Source: an optimization exercise on an open RTL-to-GDS flow (aim: small area). Production flows keep margins and buffers that such runs may drop. Only simulation tests tie the RTL to the original design; equivalence was not proved. Power is estimated from default activity; no workload was simulated.

[design/flow/run.sh]
#!/bin/bash
# synth_recipe.tcl (not shown) runs the flow's synth.tcl, then flattens the netlist and writes it again
# the make line also repeats each setting of config.mk as NAME=value (left out here)
make -C /OpenROAD-flow-scripts/flow DESIGN_CONFIG=/design/flow/config.mk WORK_HOME=/design/flow/orfs CLKGATE_MAP_FILE= SYNTH_SCRIPT=/design/flow/synth_recipe.tcl finish
[design/flow/config.mk]
export PLATFORM = sky130hd
export DESIGN_NAME = bdsp_analyser
export DESIGN_NICKNAME = bdsp_analyser
export VERILOG_FILES = /design/flow/design.v
export SDC_FILE = /design/flow/constraint.sdc
export NUM_CORES = 4
export LEC_CHECK = 0
export CAP_MARGIN = 20
export CORE_MARGIN = 2
export CORE_UTILIZATION = 40
export PLACE_DENSITY = 0.6
export SLEW_MARGIN = 20
[design/flow/constraint.sdc]
create_clock -name core_clock -period 6.0 [get_ports {clk}]
set_input_delay 1.2000 -clock core_clock [delete_from_list [all_inputs] [get_ports {clk}]]
set_output_delay 1.2000 -clock core_clock [all_outputs]
set_load 0.01 [all_outputs]
[design/flow/design.v]
module bdsp_analyser (
    input  wire        clk,
    input  wire        rst,
    input  wire        start,
    input  wire [11:0] blob_len,
    input  wire [7:0]  en0,
    input  wire [7:0]  en1,
    input  wire        in_valid,
    input  wire [7:0]  in_data,
    output wire        in_ready,
    output wire        done,
    output reg         malformed,
    output reg  [7:0]  on0,
    output reg  [7:0]  on1,
    output reg  [7:0]  off0,
    output reg  [7:0]  off1,
    output wire [7:0]  gs0,
    output reg  [7:0]  xt0,
    output reg  [7:0]  xt1,
    output reg  [7:0]  ctgt_ae0,
    output reg  [7:0]  ctgt_ae1,
    output reg  [7:0]  ctgt_gen,
    output reg  [7:0]  ctgt_base,
    output reg  [3:0]  ncoef,
    output wire [1:0]  mode,
    output reg  [1:0]  sinsel,
    output reg         genstop,
    output reg  [1:0]  mdir,
    output reg  [1:0]  bdir0,
    output reg  [1:0]  bdir1,
    output reg         reg_valid,
    output reg  [7:0]  reg_flags,
    output reg  [55:0] reg_val,
    output reg  [3:0]  int_app,
    output reg  [15:0] int_addr,
    output reg  [7:0]  int_nbytes
);
    localparam [31:0] TAG_FWCTRL_B = 32'h0000_0100;
    localparam [31:0] TAG_COEF     = 32'h0000_0200;
    localparam [31:0] TAG_REG      = 32'h0000_0300;
    localparam [31:0] N_APP        = 32'd15;
    localparam [7:0]  DIR_STOP     = 8'd0;
    localparam [7:0]  DIR_START    = 8'd1;
    localparam [7:0]  DIR_DC       = 8'd2;
    localparam [7:0]  MB_INT       = 8'd1;
    localparam [31:0] CAP_BYTES    = 32'd160;
    localparam [31:0] SC_ADDR      = 32'h0000_0010;
    localparam [1:0]  SC_BYTE      = 2'd3;
    localparam        SC_BIT       = 0;
    localparam        SC_PIN       = 1'b1;
    localparam        STOP_FLAG    = 7;
    localparam [3:0]  GEN          = 4'd0;
    localparam        ADDR_W       = 16;
    localparam [1:0] MODE_NONE = 2'd0, MODE_HOST = 2'd1, MODE_INT = 2'd2;
    localparam [1:0] SIN_NONE  = 2'd0, SIN_REG   = 2'd1, SIN_PIN  = 2'd2;
    localparam [2:0] K_SKIP = 3'd0, K_FW = 3'd1, K_COEF = 3'd2, K_REG = 3'd3;
    localparam [1:0] S_IDLE = 2'd0, S_HDR = 2'd1, S_BODY = 2'd2, S_DONE = 2'd3;
    reg  [1:0]  state;
    reg  [11:0] blob_rem;      
    reg  [7:0]  en0_q, en1_q;  
    reg  [2:0]  hdr_cnt;       
    reg  [63:0] hdr;           
    reg  [31:0] clen;          
    reg  [31:0] body_pos;      
    reg  [2:0]  kind;
    reg  [3:0]  app;
    reg  [31:0] c_addr;        
    reg  [7:0]  c_mb;
    reg  [31:0] c_n;
    reg         sin_pend;      
    reg  [31:0] sin_pos;       
    reg         seen_fw;
    reg  [14:0] seen_coef;
    reg         seen_reg;
    reg         force_host;
    function [3:0] slot_en;    
        input [3:0] s;
        reg   [3:0] s_m1, s_m8;
        begin
            s_m1 = s - 4'd1;
            s_m8 = s - 4'd8;
            if (s == 4'd0)      slot_en = {1'b0, 3'd7};
            else if (s <= 4'd7) slot_en = {1'b0, s_m1[2:0]};
            else                slot_en = {1'b1, s_m8[2:0]};
        end
    endfunction
    wire        take     = in_valid && in_ready;
    wire        at_chunk = (state == S_HDR) && (hdr_cnt == 3'd0);
    wire        blob_end = at_chunk && (blob_rem == 12'd0);
    wire        trunc    = at_chunk && (blob_rem != 12'd0) && (blob_rem < 12'd8);
    assign in_ready = (state == S_BODY) || ((state == S_HDR) && !blob_end && !trunc);
    assign done     = (state == S_DONE);
    assign gs0  = (genstop && en0_q[7] && !off0[7]) ? 8'h80 : 8'h00;
    assign mode = (ncoef == 4'd0) ? MODE_NONE : (force_host ? MODE_HOST : MODE_INT);
    wire [63:0] hdr_next  = {hdr[55:0], in_data};
    wire [31:0] tag_next  = hdr_next[63:32];
    wire [31:0] len_next  = hdr_next[31:0];
    wire [11:0] rem_next  = blob_rem - 12'd1;
    wire [31:0] n_next    = {c_n[23:0], in_data};
    wire [32:0] need      = 33'd9 + {1'b0, n_next};
    wire [31:0] sin_off   = (SC_ADDR - c_addr) * 4 + {30'd0, SC_BYTE};
    wire [31:0] coef_off  = tag_next - TAG_COEF;
    wire [31:0] reg_off   = tag_next - TAG_REG;
    wire [3:0]  coef_app  = coef_off[3:0];
    wire [3:0]  reg_app   = reg_off[3:0];
    wire [3:0]  app_m1    = app - 4'd1;
    wire [3:0]  app_m8    = app - 4'd8;
    wire [3:0]  slot      = body_pos[3:0];
    wire [3:0]  se        = slot_en(slot);
    integer i;
    always @(posedge clk) begin
        if (rst) begin
            state     <= S_IDLE;
            malformed <= 1'b0;
        end else begin
            case (state)
            S_IDLE: begin
                if (start) begin
                    state      <= S_HDR;
                    blob_rem   <= blob_len;
                    en0_q      <= en0;
                    en1_q      <= en1;
                    hdr_cnt    <= 3'd0;
                    malformed  <= 1'b0;
                    on0 <= 8'd0; on1 <= 8'd0; off0 <= 8'd0; off1 <= 8'd0;
                    xt0 <= 8'd0; xt1 <= 8'd0;
                    ctgt_ae0 <= 8'd0; ctgt_ae1 <= 8'd0;
                    ctgt_gen <= 8'd0; ctgt_base <= 8'd0;
                    ncoef      <= 4'd0;
                    force_host <= 1'b0;
                    sinsel     <= SIN_NONE;
                    genstop    <= 1'b0;
                    mdir  <= DIR_DC[1:0]; bdir0 <= DIR_DC[1:0]; bdir1 <= DIR_DC[1:0];
                    reg_valid  <= 1'b0;
                    seen_fw    <= 1'b0;
                    seen_coef  <= 15'd0;
                    seen_reg   <= 1'b0;
                end
            end
            S_HDR: begin
                if (blob_end) begin
                    state <= S_DONE;
                end else if (trunc) begin
                    malformed <= 1'b1;
                    state     <= S_DONE;
                end else if (take) begin
                    blob_rem <= rem_next;
                    hdr      <= hdr_next;
                    hdr_cnt  <= hdr_cnt + 3'd1;
                    if (hdr_cnt == 3'd7) begin
                        clen     <= len_next;
                        body_pos <= 32'd0;
                        sin_pend <= 1'b0;
                        if (tag_next == TAG_FWCTRL_B) begin
                            kind <= K_FW;
                            app  <= 4'd0;
                        end else if (tag_next >= TAG_COEF && tag_next < TAG_COEF + N_APP) begin
                            kind <= K_COEF;
                            app  <= coef_app;
                        end else if (tag_next >= TAG_REG && tag_next < TAG_REG + N_APP) begin
                            kind <= (reg_app == GEN) ? K_REG : K_SKIP;
                            app  <= reg_app;
                        end else begin
                            kind <= K_SKIP;
                            app  <= 4'd0;
                        end
                        if (len_next > {20'd0, rem_next}) begin
                            malformed <= 1'b1;
                            state     <= S_DONE;
                        end else if (tag_next == TAG_FWCTRL_B) begin
                            if (seen_fw || len_next < 32'd17) begin
                                malformed <= 1'b1;
                                state     <= S_DONE;
                            end else begin
                                seen_fw <= 1'b1;
                                state   <= S_BODY;
                            end
                        end else if (tag_next >= TAG_COEF && tag_next < TAG_COEF + N_APP) begin
                            if (seen_coef[coef_app] || len_next < 32'd9) begin
                                malformed <= 1'b1;
                                state     <= S_DONE;
                            end else begin
                                seen_coef[coef_app] <= 1'b1;
                                state <= S_BODY;
                            end
                        end else if (tag_next >= TAG_REG && tag_next < TAG_REG + N_APP) begin
                            if (len_next < 32'd8) begin
                                malformed <= 1'b1;
                                state     <= S_DONE;
                            end else if (reg_app == GEN) begin
                                if (seen_reg) begin
                                    malformed <= 1'b1;
                                    state     <= S_DONE;
                                end else begin
                                    seen_reg <= 1'b1;
                                    state    <= S_BODY;
                                end
                            end else begin
                                state <= S_BODY;
                            end
                        end else begin
                            state <= (len_next == 32'd0) ? S_HDR : S_BODY;
                        end
                    end
                end
            end
            S_BODY: begin
                if (take) begin
                    blob_rem <= rem_next;
                    body_pos <= body_pos + 32'd1;
                    if (body_pos == clen - 32'd1) begin
                        state   <= S_HDR;
                        hdr_cnt <= 3'd0;
                    end
                    case (kind)
                    K_FW: begin
                        if (body_pos < 32'd17) begin
                            if (in_data != DIR_STOP && in_data != DIR_START && in_data != DIR_DC) begin
                                malformed <= 1'b1;
                                state     <= S_DONE;
                            end else if (body_pos < 32'd14) begin
                                if (se[3] == 1'b0) begin
                                    if (in_data == DIR_START && !en0_q[se[2:0]]) on0[se[2:0]]  <= 1'b1;
                                    if (in_data == DIR_STOP  &&  en0_q[se[2:0]]) off0[se[2:0]] <= 1'b1;
                                end else begin
                                    if (in_data == DIR_START && !en1_q[se[2:0]]) on1[se[2:0]]  <= 1'b1;
                                    if (in_data == DIR_STOP  &&  en1_q[se[2:0]]) off1[se[2:0]] <= 1'b1;
                                end
                            end else if (body_pos == 32'd14) begin
                                mdir  <= in_data[1:0];
                            end else if (body_pos == 32'd15) begin
                                bdir0 <= in_data[1:0];
                            end else begin
                                bdir1 <= in_data[1:0];
                            end
                        end
                    end
                    K_COEF: begin
                        if (body_pos < 32'd4) begin
                            c_addr <= {c_addr[23:0], in_data};
                        end else if (body_pos == 32'd4) begin
                            c_mb <= in_data;
                        end else if (body_pos < 32'd8) begin
                            c_n <= n_next;
                        end else if (body_pos == 32'd8) begin
                            c_n <= n_next;
                            if (c_addr >= (32'd1 << ADDR_W) || n_next[31] ||
                                n_next[1:0] != 2'd0 || need > {1'b0, clen}) begin
                                malformed <= 1'b1;
                                state     <= S_DONE;
                            end else if (n_next != 32'd0) begin
                                ncoef <= ncoef + 4'd1;
                                if (ncoef != 4'd0 || n_next > CAP_BYTES || c_mb != MB_INT)
                                    force_host <= 1'b1;
                                if (app == GEN)
                                    ctgt_gen[0] <= 1'b1;
                                else if (app <= 4'd7)
                                    ctgt_ae0[app_m1[2:0]] <= 1'b1;
                                else if (app <= 4'd13)
                                    ctgt_ae1[app_m8[2:0]] <= 1'b1;
                                else
                                    ctgt_base[0] <= 1'b1;
                                if (app == GEN)
                                    xt0[7] <= 1'b1;
                                else if (app <= 4'd7)
                                    xt0[app_m1[2:0]] <= 1'b1;
                                else if (app <= 4'd13)
                                    xt1[app_m8[2:0]] <= 1'b1;
                                int_app    <= app;
                                int_addr   <= c_addr[15:0];
                                int_nbytes <= n_next[7:0];
                                if (app == GEN && c_addr <= SC_ADDR && sin_off < n_next) begin
                                    sin_pend <= 1'b1;
                                    sin_pos  <= 32'd9 + sin_off;
                                end
                            end
                        end else if (sin_pend && body_pos == sin_pos) begin
                            sin_pend <= 1'b0;
                            sinsel   <= (in_data[SC_BIT] == SC_PIN) ? SIN_PIN : SIN_REG;
                        end
                    end
                    K_REG: begin
                        if (body_pos == 32'd0) begin
                            reg_valid <= 1'b1;
                            reg_flags <= in_data;
                            if (in_data[STOP_FLAG]) genstop <= 1'b1;
                        end else if (body_pos < 32'd8) begin
                            for (i = 1; i < 8; i = i + 1)
                                if (body_pos == i) reg_val[(i-1)*8 +: 8] <= in_data;
                        end
                    end
                    default: ;
                    endcase
                end
            end
            S_DONE: begin
                state <= S_IDLE;
            end
            endcase
        end
    end
endmodule
==> results_dict.tcl <==
set metrics [dict create \
    outcome "no timing/DRC/antenna violations" \
    slew_headroom_pct 16.31 \
    grt_max_degree 88 \
    crit_path_end_kind "flop" \
    cts.htree.levels 2 \
    synth_top_family_by_area "simple AND/OR/NAND/NOR gates" \
    syn_area_sq_um 23370 \
    crit_top_cell "buf_4" \
    via_per_inst 5.491 \
    crit_path_max_incr_delay_ns 0.56 \
    num_rows 88 \
    synth-simple-area-share_pct 15.63 \
    tightest_slew_ns 1.253 \
    crit_fanout 15 \
    synth-xor-area-share_pct 7.421 \
    setup_viol 0 \
    ctsHoldBuffers 0 \
    core_area_sq_um 57700 \
    yosys.area.top_type_share_pct 56.80 \
    routedWlPerCell_microns 21.78 \
    fin_crit_ns 5.721 \
    hold_path.class "reg -> reg" \
    crit_slowest_cell "clkdlybuf4s50_1" \
    dpl_worst_slack_ns -0.4607 \
    initial_core_util_pct 40.50 \
    drive_above_1_share_pct 7.876 \
    gp_congestion 0.8785 \
    dp_hpwl_microns 48750 \
    synth.area.mux_share_pct 1.039 \
    drcViolationCount 0 \
    syn_inst 1934 \
    cap_violations 0 \
    leakage_nw 9.805 \
    cts_tree "built" \
    crit_path_start_kind "input pin" \
    dr.pass1.iters 5 \
    grt_pass1_wl_microns 97950 \
    yosysUniqueCellTypes 90 \
    placedCellCount 2902 \
    die-area_sq_um 60370 \
    path_clk_slew_ns 0.06 \
    most-common-layout-cells "442 x edfxtp_1, 217 x clkdlybuf4s50_1, 147 x xnor2_1" \
    pin_count 239 \
    rsz0062_at_grt "no" \
    synth_area_leaders "edfxtp_1 57%, ha_1 5.9%, xnor2_1 5.5%" \
    wirelength_microns 65050 \
    hold_ws_ns 0.4469 \
    reg_top3 "hdr: 56 flops, reg_val: 56 flops" \
    async_flop_share_pct 0 \
    avgSynthCellArea_sq_um 12.08 \
    nets 2338 \
    num_vias 16400 \
    final-hold-violation-count 0 \
    clk-insertion-delay-late_ns 0.61 \
    die_x_microns 245.7 \
    grt_antenna_before_repair 0 \
    diodes 0 \
    synth_enable_flop_cells 442 \
    die_h_microns 245.7 \
    final_common_cell "edfxtp_1" \
    port-buffer-count 217 \
    globalRouteOverflowTotal 0 \
    final-seq-area_sq_um 13330 \
    max-vdd-ir-drop_mv 0.2277 \
    yosys.area.top_type "edfxtp_1" \
    yosysWarnings 1 \
    clock_sinks 445 \
    fin_worst_skew_ns 0.04613 \
    ys_seq_area_share_pct 57.06 \
    cp.required_ns 6.30 \
    ctsResizeCount 0 \
    grt_pass1_vias 16210 \
    synth_compound_area_share_pct 9.370 \
    crit_chain "clkdlybuf4s50_1 -> ha_1 -> a21oi_1 -> nor4_2 -> buf_4 -> and3_1 -> and4_1 -> and4_1 -> buf_4 -> nand3_1 -> xnor2_1 -> ha_1 -> a21o_1 -> a2111oi_1 -> buf_4 -> o2111a_1 -> and2_4 -> o211ai_4 -> or4b_1 -> a21oi_2 -> buf_12" \
    p_per_area_nw_per_um2 293.5 \
    critical_path_arrival_ns 6.02 \
    period_share_pct 95.36 \
    area_growth_pct 20.51 \
    synthAdderAreaFrac_pct 5.943 \
    drt_iter0_drc 1208 \
    synth_top_flop_cell "edfxtp_1" \
    cts-root-buf "clkbuf_16" \
    cts_buffer_depth 3 \
    maxSlewViolCount 0 \
    fmax_ghz 0.1748 \
    n_fill_cell 5165 \
    layout_setup_ws_ns 0.2786 \
    ant_nets 0 \
    grt_util_all_layers_pct 21.18 \
    numCtsBuffers 48 \
    multi_input_area_sq_um 9360 \
    crit_type "in -> reg" \
    synth-seq-cells 445 \
    fin_cells 2987 \
    postCtsSetupBuffers 0 \
]
[where the power goes]
group | internal [mW] | leakage, nW | switching, mW
clock | 1.61 | 0.725 | 1.22
sequential | 3.78 | 4.10 | 0.259
combinational | 0.591 | 4.98 | 0.812
[final cells by class]
class / instances / area share, %
Sequential cell: 445 / 47.35
Multi-Input combinational cell: 1315 / 33.24
Timing Repair Buffer: 275 / 9.393
Clock buffer: 61 / 4.439
Tap cell: 765 / 3.399
Inverter: 102 / 1.360
Clock inverter: 24 / 0.8220
[kinds of logic (layout without fill, tap and decap cells)]
group	after synthesis	in the layout
XOR/XNOR	198	198
buffers and inverters	194	462
adder cells (fa/ha/maj)	111	111
multiplexers	20	20
flip-flops	445	445
AO/OA/AOI/OAI	310	310
AND/OR/NAND/NOR	655	655
other	1	21
[cells in the mapped netlist (all sizes together), types with 33 or more instances]
cell type / n
o21a: 74
xor2: 51
xnor2: 147
a21oi: 70
o21ai: 33
nand3: 73
inv: 102
nor4: 58
nand4: 41
ha: 111
nand2: 104
edfxtp: 442
nor3: 53
buf: 37
and2: 57
clkbuf: 55
nor2: 123
[routing by layer]
| metal | global-route usage, % | routed length [microns] |
|---|---|---|
| met1 | 28.41 | 28090 |
| met2 | 34.08 | 30620 |
| met3 | 4.344 | 4280 |
| met4 | 7.451 | 2053 |
| met5 | 0 | 0 |
[final timing paths]
kind              start          to  slack, ns  cells past startpoint
max          in_data[0]      xt0[4]       0.28                     21
min              hdr[7]    clen[15]       0.45                      0
min reg2reg      hdr[7]    clen[15]       0.45                      0
max reg2reg   c_addr[7]  sin_pos[2]       0.92                     14
[stage by stage]
| stage | total power [mW] | TNS, ns | utilization (%) | instance area [sq um] |
|---|---|---|---|---|
| 3_5_place_dp | 5.494 | -14.49 | 46.23 | 26670 |
| 2_1_floorplan | 4.854 | -3.351 | - | 23450 |
| 5_1_grt | 8.606 | 0 | 48.81 | 28160 |
| 6_report | 8.265 | 0 | 48.81 | 28160 |
| 4_1_cts | 8.324 | 0 | 48.79 | 28150 |
| 3_3_place_gp | 5.463 | -10.83 | 46.21 | 26660 |
[worst max-delay path, delay by kind of cell]
| kind | cells | cell delay [ns] |
|---|---|---|
| adders and majority gates | 2 | 0.52 |
| xor gates and xnor gates | 1 | 0.15 |
| AOI/OAI and AO/OA | 6 | 1.29 |
| buffers and inverters | 5 | 1.21 |
| and+or+nand+nor | 7 | 1.67 |

[static timing again, ports no longer ideal]
In the flow no input, the clock included, has a driving cell. The finished layout below was timed again as built, in two steps. Step 1 sets driving cells, clkbuf_16 on the clock port and buf_2 on the other inputs (assumed; they add their load-dependent delay and slew). Step 2, shift: input delay + t, output delay - t, t = (earliest + latest rising clock arrival at the registers) / 2. This alone moves slack from input paths to output paths. Three values: ideal, step 1, step 2; two values: the first two.
shift t [ns]: 0.639
slack for setup (ns): 0.279 / 0.307 / -0.332
worst setup path at the end: input to register
With both steps, setup timing fails in this run, where it was met with ideal ports. For this run, drivers alone change the setup slack by +0.028 ns; drivers and shift together by -0.611 ns.
